Source: an optimization exercise on an open RTL-to-GDS flow (aim: small area, a short achievable clock period and few clock cycles per item). Production flows keep margins and buffers that such runs may drop.
In this exercise RTL edits were held to simulation tests only and were not proved equivalent to the original.
Power figures rest on the tool's default switching activity, not on a simulated workload.

==> flow/design.v (outline; a module is shown in full before it is edited, if it fits) <==
// module ffc_core: 1164 lines
module ffc_core (
    input  wire        clk,
    input  wire        rst_n,
    output wire        init_done,
    input  wire        cmd_valid,
    output wire        cmd_ready,
    input  wire [7:0]  cmd_op,
    input  wire [95:0] cmd_a,
    output wire        rsp_valid,
    input  wire        rsp_ready,
    output wire [95:0] rsp_data,
    output wire [7:0]  rsp_status
);
  // ...
==> flow/flow/run.sh <==
#!/bin/bash
set -euo pipefail
MARGIN=$(cat "$(dirname "$0")/setup_margin")
bash standard.sh SETUP_SLACK_MARGIN="$MARGIN" finish > standard_flow.log 2>&1
==> flow/flow/setup_margin <==
8
==> flow/standard.sh <==
#!/bin/bash
# synth_recipe.tcl (not shown) runs the flow's synth.tcl, then flattens the netlist and writes it again
# the make line also repeats each setting of config.mk as NAME=value (left out here)
make -C /OpenROAD-flow-scripts/flow DESIGN_CONFIG=/design/flow/config.mk WORK_HOME=/design/flow/orfs CLKGATE_MAP_FILE= SYNTH_SCRIPT=/design/flow/synth_recipe.tcl "${@:-finish}"
==> flow/config.mk <==
export PLATFORM = sky130hd
export DESIGN_NAME = ffc_core
export DESIGN_NICKNAME = ffc_core
export VERILOG_FILES = /design/flow/design.v
export SDC_FILE = /design/flow/constraint.sdc
export NUM_CORES = 4
export LEC_CHECK = 0
export CAP_MARGIN = 20
export CORE_MARGIN = 2
export CORE_UTILIZATION = 55
export SLEW_MARGIN = 20
export SYNTH_MEMORY_MAX_BITS = 16384
==> flow/constraint.sdc <==
create_clock -name core_clock -period 13.0 [get_ports {clk}]
set_input_delay 2.6000 -clock core_clock [delete_from_list [all_inputs] [get_ports {clk}]]
set_output_delay 2.6000 -clock core_clock [all_outputs]
set_load 0.01 [all_outputs]
==> reports/qor.csv, run 1 <==
stage,metric,value,unit
status,outcome,aborted with a tool error,
synthesis,synth_compound_area_share,22.59,%
synthesis,synth_cells,4062,
floorplan,ios,215,
synthesis,synth-main-ff-cell,edfxtp_1,
synthesis,ys_async_sr_fraction,0,%
clock_tree,cts_setup_buffers,331,
synthesis,yosys.area_share.simple,31.01,%
global_route,grt_usage,83.72,%
global_route,grt_max_degree,58,
synthesis,netlist-cell-type-count,96,
clock_tree,cts_resized,1059,
status,firstError,[ERROR GRT-0116] Global routing finished with congestion. Check the congestion regions in the DRC Viewer.,
global_route,grt.busiest_layer,met2,
clock_tree,cts_sinks,264,
status,lastStage,global routing (5_1_grt),
synthesis,synth.most_common_cell,nand2_1,
floorplan,start_util,55.82,%
synthesis,syn_area_per_cell,7.601,µm²
clock_tree,cts_made_buffers,30,
clock_tree,h-tree-depth,1,
synthesis,netlist.area_leader.share,25.00,%
placement,dp.cells,4798,
synthesis,yosysSeqAreaShare,25.45,%
global_route,gr-usage-met1,85.08,%
placement,place_worst_setup_slack,4.050,ns
Testbench counts, summed over its fixed seeds: cycles 19,748, items 4,800.
==> run 2: changes to the inputs <==
--- a/flow/design.v
+++ b/flow/design.v
@@ -17,17 +17,18 @@
     localparam [1:0] E_ENC  = 2'd1;
     localparam [1:0] E_DEC  = 2'd2;
     localparam [44:0] XMAX64 = 45'd27777890035286;
     reg          running;
     reg  [1:0]   est;
     reg          out_valid;
     reg  [91:LOWP] cw;        
     reg  [64:0]  acc;         
-    reg          retry;       
+    reg          tst;         
+    reg          tst_ge;      
     reg          adj_r;       
     reg  [2:0]   cls_r;       
     reg  [1:0]   sq_n;        
     reg  [3:0]   sq0, sq1;    
     reg  [91:0]  out_data;
     reg  [2:0]   out_st;      
     reg          out_dchk;    
     reg  [2:0]   out_cls;
@@ -682,17 +683,101 @@
     assign thr[84] = hor59 | (racc[58:53] >= 6'd46);
     assign thr[85] = hor60 | (racc[59:54] >= 6'd37);
     assign thr[86] = hor60 | (racc[59:54] >= 6'd61);
     assign thr[87] = hor61 | (racc[60:55] >= 6'd49);
     assign thr[88] = hor62 | (racc[61:56] >= 6'd39);
     assign thr[89] = hor63 | (racc[62:57] >= 6'd32);
     assign thr[90] = hor63 | (racc[62:57] >= 6'd52);
     assign thr[91] = hor64 | (racc[63:58] >= 6'd42);
-    wire [91:LOWP] esel = retry ? (thr[92:LOWP+1] & ~thr[93:LOWP+2]) : (thr[91:LOWP] & ~thr[92:LOWP+1]);
+    wire [91:LOWP] eest = thr[91:LOWP] & ~thr[92:LOWP+1];      
+    wire [91:LOWP] thu;                           
+    assign thu[11] = 1'b1;
+    assign thu[12] = hor9 | (racc[8:3] >= 6'd48);
+    assign thu[13] = hor10 | (racc[9:4] >= 6'd39);
+    assign thu[14] = hor10 | (racc[9:4] >= 6'd62);
+    assign thu[15] = hor11 | (racc[10:5] >= 6'd50);
+    assign thu[16] = hor12 | (racc[11:6] >= 6'd41);
+    assign thu[17] = hor13 | (racc[12:7] >= 6'd33);
+    assign thu[18] = hor13 | (racc[12:7] >= 6'd53);
+    assign thu[19] = hor14 | (racc[13:8] >= 6'd43);
+    assign thu[20] = hor15 | (racc[14:9] >= 6'd35);
+    assign thu[21] = hor15 | (racc[14:9] >= 6'd56);
+    assign thu[22] = hor16 | (racc[15:10] >= 6'd46);
+    assign thu[23] = hor17 | (racc[16:11] >= 6'd37);
+    assign thu[24] = hor17 | (racc[16:11] >= 6'd60);
+    assign thu[25] = hor18 | (racc[17:12] >= 6'd48);
+    assign thu[26] = hor19 | (racc[18:13] >= 6'd39);
+    assign thu[27] = hor19 | (racc[18:13] >= 6'd63);
+    assign thu[28] = hor20 | (racc[19:14] >= 6'd51);
+    assign thu[29] = hor21 | (racc[20:15] >= 6'd42);
+    assign thu[30] = hor22 | (racc[21:16] >= 6'd34);
+    assign thu[31] = hor22 | (racc[21:16] >= 6'd54);
+    assign thu[32] = hor23 | (racc[22:17] >= 6'd44);
+    assign thu[33] = hor24 | (racc[23:18] >= 6'd36);
+    assign thu[34] = hor24 | (racc[23:18] >= 6'd57);
+    assign thu[35] = hor25 | (racc[24:19] >= 6'd47);
+    assign thu[36] = hor26 | (racc[25:20] >= 6'd38);
+    assign thu[37] = hor26 | (racc[25:20] >= 6'd61);
+    assign thu[38] = hor27 | (racc[26:21] >= 6'd49);
+    assign thu[39] = hor28 | (racc[27:22] >= 6'd40);
+    assign thu[40] = hor28;
+    assign thu[41] = hor29 | (racc[28:23] >= 6'd52);
+    assign thu[42] = hor30 | (racc[29:24] >= 6'd42);
+    assign thu[43] = hor31 | (racc[30:25] >= 6'd34);
+    assign thu[44] = hor31 | (racc[30:25] >= 6'd55);
+    assign thu[45] = hor32 | (racc[31:26] >= 6'd45);
+    assign thu[46] = hor33 | (racc[32:27] >= 6'd36);
+    assign thu[47] = hor33 | (racc[32:27] >= 6'd58);
+    assign thu[48] = hor34 | (racc[33:28] >= 6'd47);
+    assign thu[49] = hor35 | (racc[34:29] >= 6'd38);
+    assign thu[50] = hor35 | (racc[34:29] >= 6'd62);
+    assign thu[51] = hor36 | (racc[35:30] >= 6'd50);
+    assign thu[52] = hor37 | (racc[36:31] >= 6'd41);
+    assign thu[53] = hor38 | (racc[37:32] >= 6'd33);
+    assign thu[54] = hor38 | (racc[37:32] >= 6'd53);
+    assign thu[55] = hor39 | (racc[38:33] >= 6'd43);
+    assign thu[56] = hor40 | (racc[39:34] >= 6'd35);
+    assign thu[57] = hor40 | (racc[39:34] >= 6'd56);
+    assign thu[58] = hor41 | (racc[40:35] >= 6'd46);
+    assign thu[59] = hor42 | (racc[41:36] >= 6'd37);
+    assign thu[60] = hor42 | (racc[41:36] >= 6'd59);
+    assign thu[61] = hor43 | (racc[42:37] >= 6'd48);
+    assign thu[62] = hor44 | (racc[43:38] >= 6'd39);
+    assign thu[63] = hor44 | (racc[43:38] >= 6'd63);
+    assign thu[64] = hor45 | (racc[44:39] >= 6'd51);
+    assign thu[65] = hor46 | (racc[45:40] >= 6'd41);
+    assign thu[66] = hor47 | (racc[46:41] >= 6'd34);
+    assign thu[67] = hor47 | (racc[46:41] >= 6'd54);
+    assign thu[68] = hor48 | (racc[47:42] >= 6'd44);
+    assign thu[69] = hor49 | (racc[48:43] >= 6'd36);
+    assign thu[70] = hor49 | (racc[48:43] >= 6'd57);
+    assign thu[71] = hor50 | (racc[49:44] >= 6'd46);
+    assign thu[72] = hor51 | (racc[50:45] >= 6'd38);
+    assign thu[73] = hor51 | (racc[50:45] >= 6'd61);
+    assign thu[74] = hor52 | (racc[51:46] >= 6'd49);
+    assign thu[75] = hor53 | (racc[52:47] >= 6'd40);
+    assign thu[76] = hor53;
+    assign thu[77] = hor54 | (racc[53:48] >= 6'd52);
+    assign thu[78] = hor55 | (racc[54:49] >= 6'd42);
+    assign thu[79] = hor56 | (racc[55:50] >= 6'd34);
+    assign thu[80] = hor56 | (racc[55:50] >= 6'd55);
+    assign thu[81] = hor57 | (racc[56:51] >= 6'd45);
+    assign thu[82] = hor58 | (racc[57:52] >= 6'd36);
+    assign thu[83] = hor58 | (racc[57:52] >= 6'd58);
+    assign thu[84] = hor59 | (racc[58:53] >= 6'd47);
+    assign thu[85] = hor60 | (racc[59:54] >= 6'd38);
+    assign thu[86] = hor60 | (racc[59:54] >= 6'd62);
+    assign thu[87] = hor61 | (racc[60:55] >= 6'd50);
+    assign thu[88] = hor62 | (racc[61:56] >= 6'd40);
+    assign thu[89] = hor63 | (racc[62:57] >= 6'd33);
+    assign thu[90] = hor63 | (racc[62:57] >= 6'd53);
+    assign thu[91] = hor64 | (racc[63:58] >= 6'd43);
+    wire           amb  = |(eest & ~thu);         
+    wire [91:LOWP] esel = (tst && !tst_ge) ? (thr[92:LOWP+1] & ~thr[93:LOWP+2]) : eest;
     wire           rsmall = ((~|racc[64:8]) && (racc[7:0] < 8'd233));               
     reg  [LOWP-1:0] ztab;                         
     always @(*) begin
         case (racc[7:0])
             8'd0: ztab = 11'd0;
             8'd1: ztab = 11'd1;
             8'd2: ztab = 11'd2;
             8'd3: ztab = 11'd4;
@@ -1112,28 +1197,29 @@
                 est <= E_IDLE;
             sq_n <= sq_n + {1'b0, sq_in} - {1'b0, sq_out};
         end
     end
     always @(posedge clk) begin
         if (acc_cmd && c_long) begin
             cw     <= c_enc ? {(92-LOWP){1'b0}} : cmd_a[91:LOWP];
             acc    <= c_enc ? ~(cmd_a[64:0] + 65'd1) : {{(65-LOWW){dlow[LOWW-1]}}, dlow};
-            retry  <= 1'b0;
+            tst    <= 1'b0;
             adj_r  <= c_adj;
             cls_r  <= c_cls;
         end else if (step_dec || fin_dec) begin
             cw  <= cw ^ sel;
             acc <= sum;
         end else if (is_enc && !rsmall) begin
-            if (nob) begin
+            if (tst || !amb) begin
                 cw  <= cw ^ sel;
                 acc <= sum;
             end
-            retry <= !nob;
+            tst    <= !tst && amb;
+            tst_ge <= nob;
         end
         if (sq_out) begin
             sq0 <= (sq_in && sq_n == 2'd1) ? c_sh : sq1;
             if (sq_in && sq_n == 2'd2)
                 sq1 <= c_sh;
         end else if (sq_in) begin
             if (sq_n == 2'd0)
                 sq0 <= c_sh;
==> flow/run.sh (new file) <==
#!/bin/bash
# synth_recipe.tcl (not shown) runs the flow's synth.tcl, then flattens the netlist and writes it again
# the make line also repeats each setting of config.mk as NAME=value (left out here)
make -C /OpenROAD-flow-scripts/flow DESIGN_CONFIG=/design/flow/config.mk WORK_HOME=/design/flow/orfs CLKGATE_MAP_FILE= SYNTH_SCRIPT=/design/flow/synth_recipe.tcl finish
==> flow/config.mk (replaced) <==
export PLATFORM = sky130hd
export DESIGN_NAME = ffc_core
export DESIGN_NICKNAME = ffc_core
export VERILOG_FILES = /design/flow/design.v
export SDC_FILE = /design/flow/constraint.sdc
export NUM_CORES = 4
export LEC_CHECK = 0
export CAP_MARGIN = 40
export CORE_MARGIN = 2
export CORE_UTILIZATION = 40
export SETUP_SLACK_MARGIN = 5
export SLEW_MARGIN = 40
export SYNTH_MEMORY_MAX_BITS = 16384
removed: flow/flow/run.sh
removed: flow/flow/setup_margin
removed: flow/standard.sh
==> reports/qor.csv, run 2 <==
stage,metric,value,unit,change
synthesis,syn_area_per_cell,7.394,µm²,was 7.601 µm²
worst_setup_path,cp_slowest_cell,or4_1,,
synthesis,syn_area,0.03222,mm²,was 0.03087 mm²
flow_run,maxCapViolCount,0,,
synthesis,synth-edff-count,258,,was 257
placement,place_area,0.03523,mm²,was 0.03437 mm²
pwr,max-vdd-ir-drop,0.0001322,V,
worst_setup_path,regToRegSetupSlack,5.08,ns,
final_layout,largest_register,out_data,,
timing,setup_viol,0,,
synthesis,synth.most_common_cell,nand2_1,,unchanged
worst_setup_path,worstPathMaxFanout,9,,
synthesis,yosys-top-cells-area,"edfxtp_1, nand2_1, o21ai_0",,"was edfxtp_1, nand2_1, nand3_1"
synthesis,yosysSeqAreaShare,24.48,%,was 25.45%
final_layout,multi_input_area,0.02312,mm²,
pwr,total_power,0.003487,W,
clock_tree,cts_tree,done,,
worst_setup_path,worstSetupPathType,flop to flop,,
placement,place_congestion,1.083,,was 1.177
worst_hold_path,whs_path_depth,0,,
timing,rsz0062_at_grt,yes,,
global_route,antenna_found_initial,14,,
timing,fin_tns_setup,0,ns,
floorplan,die_w,287.8,µm,was 240.9 µm
worst_setup_path,ff2ff_path_depth,26,,
routing,drc,0,,
worst_setup_path,cp.required,13.26,ns,
floorplan,die_area,0.08284,mm²,
synthesis,synth-main-ff-cell,edfxtp_1,,unchanged
floorplan,die_y,287.8,µm,was 240.9 µm
final_layout,syn_to_final_growth,15.70,%,
worst_hold_path,hp-class,flop to flop,,
clock_tree,clk_transition_reported_paths,0.06,ns,
worst_setup_path,endpoint_kind,flop,,
floorplan,num_rows,104,,was 86
pwr,power.density,93.54,mW/mm²,
synthesis,ys_warn_count,1,,unchanged
timing,finalCritPeriodShare,60.91,%,
clock_tree,cts_sinks,265,,was 264
global_route,grt.overflow.total,0,,
worst_setup_path,slowest_delay,0.81,ns,
clock_tree,root_buffer,clkbuf_16,,unchanged
global_route,grt_pass1_vias,33991,,
routing,detail_route.first_pass.iterations,9,,
routing,wirelength,189.5,mm,
worst_setup_path,r2r-start,acc[59],,
routing,vias_per_cell,6.887,,
synthesis,ys_async_sr_fraction,0,%,unchanged
final_layout,final_cell_mix,"nand2_1, nor2_1, o21ai_0, nand3_1, a21oi_1",,
worst_setup_path,worstPathArrival,8.18,ns,
synthesis,synth_cells,4358,,was 4062
final_layout,fin_util,46.51,%,
timing,relSlewSlack,30.84,%,
routing,vias,37975,,
final_layout,largest_reg_flops,92,,
timing,slew_viol_final,0,,
worst_setup_path,path_buf_inv,1,,
pwr,leakage,14.50,nW,
timing,tightest_slew,1.024,ns,
global_route,grt_usage,44.38,%,
worst_setup_path,worstSetupStartpoint,acc[59],,
floorplan,ios,215,,unchanged
synthesis,synth-seq-cells,265,,was 264
placement,dpl.hpwl,154.0,mm,was 130.7 mm
final_layout,drive_above_1_share,8.899,%,
timing,finalCriticalPeriod,7.918,ns,
routing,drt-initial-drc-count,6293,,
clock_tree,cts_made_buffers,34,,was 30
worst_setup_path,r2r-end,acc[61],,
final_layout,fillers,8261,,
clock_tree,hold_buffers,0,,unchanged
clock_tree,clk_latency,0.57,ns,
worst_setup_path,critPathTopFamily,simple AND/OR/NAND/NOR gates,,
worst_hold_path,worst_hold_path.endpoint,out_cls[2],,
global_route,grt_pass1_wl,261.6,mm,
synthesis,netlist.area_leader.share,24.04,%,was 25.00%
routing,wl_per_cell,34.37,µm,
clock_tree,cts_buffer_depth,3,,unchanged
final_layout,fin_area,0.03728,mm²,
worst_hold_path,hp-start,cls_r[2],,
final_layout,register_area,0.007888,mm²,
floorplan,core,0.08016,mm²,
worst_setup_path,start_kind,flop,,
status,outcome,"complete, no violations",,was aborted with a tool error
synthesis,netlist-cell-type-count,94,,was 96
clock_tree,h-tree-depth,2,,was 1
routing,detail-route-antenna-nets,0,,
floorplan,start_util,40.20,%,was 55.82%
synthesis,netlist_top_cells_count,"nand2_1, nor2_1, o21ai_0, nand3_1, a21oi_1",,"was nand2_1, nor2_1, nand3_1, a21oi_1, o21ai_0"
final_layout,final_nets,4715,,
timing,fin_worst_skew,0.02399,ns,
placement,io_buffers,205,,unchanged
global_route,grt_max_degree,152,,
timing,max_freq,126.3,MHz,
timing,finalHoldViolCount,0,,
final_layout,largestRegisters,"out_data (92), cw (81), acc (65)",,
synthesis,yosys.area.top_type,edfxtp_1,,unchanged
final_layout,final_common_cell,nand2_1,,
[run 2: changes by cell type after synthesis, moves of 13 or more]
cell | previous run | this run
and2_1 | 70 | 41
a21o_1 | 49 | 103
clkbuf_1 | 220 | 277
nor4_1 | 91 | 106
nor2b_1 | 39 | 26
o21ai_0 | 282 | 346
a22o_1 | 56 | 12
nand2_1 | 419 | 512
or4_1 | 50 | 34
and3_1 | 60 | 118
nor3_1 | 171 | 186
nand4_1 | 133 | 146
[run 2: worst max path at each step]
stage	depth (start not counted)	end	slack, ns
final	26	acc[61]	5.08
after global routing	26	out_data[64]	4.97
after CTS	26	acc[61]	5.00
after detailed placement	25	acc[61]	3.58
after global placement	23	out_data[58]	3.34
after floorplan	10	out_cls[0]	5.16
[run 2: final cells by class]
type | count | share of cell area, %
Clock buffer | 46 | 2.541
Sequential cell | 265 | 21.16
Timing Repair Buffer | 359 | 8.773
Inverter | 151 | 1.520
Tap cell | 1060 | 3.558
Antenna cell | 4 | 0.02685
Clock inverter | 13 | 0.4061
Multi-Input combinational cell | 3616 | 62.02
[run 2: where the power goes]
part	switching [W]	total [W]	internal (W)
Sequential	0.000151	0.00132	0.00117
Combinational	0.000699	0.00119	0.000488
Clock	0.000405	0.000976	0.000571
[run 2: what timing repair did]
action                     CTS  global route
cloned                       0             0
gates resized for setup     48            52
buffers inserted            34            28
pin swaps                    6             6
hold endpoints to repair     0             0
setup endpoints to repair   84           159
[run 2: stage by stage]
step | setup WS [ns] | hold slack [ns] | instances
after floorplan | 5.165 | 0.4003 | 4366
after global placement | 3.339 | 0.4024 | 5386
after detailed placement | 3.582 | 0.4056 | 5389
after CTS | 4.995 | 0.4181 | 5482
after global routing | 4.969 | 0.4285 | 5510
final | 5.082 | 0.4227 | 5514
[run 2: cells by family (layout without fill, tap and decap cells)]
group                    count (synthesis)  count (layout)  synth area share, %
flip-flops                             265             265                24.48
AO/OA/AOI/OAI                         1173            1173                22.85
multiplexers                            68              68                2.392
other                                    1              13              0.01164
AND/OR/NAND/NOR                       2048            2048                31.88
buffers and inverters                  485             569                5.949
XOR/XNOR                               134             134                3.642
adder cells (fa/ha/maj)                184             184                8.791
[run 2: layer usage]
layer	global-route usage (%)	wire, µm	share of wire, %	up-vias
met5	0	119	0.063	-
met4	19.13	10230	5.4	12
met3	14.59	25290	13	424
met2	61.23	75010	40	2734
met1	62.58	78850	42	18457
li1	-	-	-	16348
Testbench counts of run 2, summed over its fixed seeds: cycles 19,902, items 4,800.

-- re-timing with driven ports --
In the flow no input, the clock included, has a driving cell. The finished layout below was timed again as built, in two steps. Step 1 (the two cells are an assumption about what drives the block):
set clk [get_ports {clk}]
set_driving_cell -lib_cell sky130_fd_sc_hd__clkbuf_16 $clk
set_driving_cell -lib_cell sky130_fd_sc_hd__buf_2 [delete_from_list [all_inputs] $clk]
Step 2 times the ports against the registers' clock, not the clock port: input delays grow and output delays shrink by t, the midpoint of the rising clock arrivals with the driver on. Slacks: ideal ports / drivers / drivers and shift; pairs: ideal ports / drivers.
run: run 2
shift t [ns]: 0.619
setup slack, ns: 5.082 / 5.082 / 4.736
hold WS [ns]: 0.423 / 0.423 / 0.423
worst setup path at the end: input to register
latest minus earliest clock arrival (ns): 0.024 / 0.024
After both steps run 2 still meets setup and hold. The setup slack of run 2 moves by 0.000 ns with the drivers and by -0.346 ns with both steps.
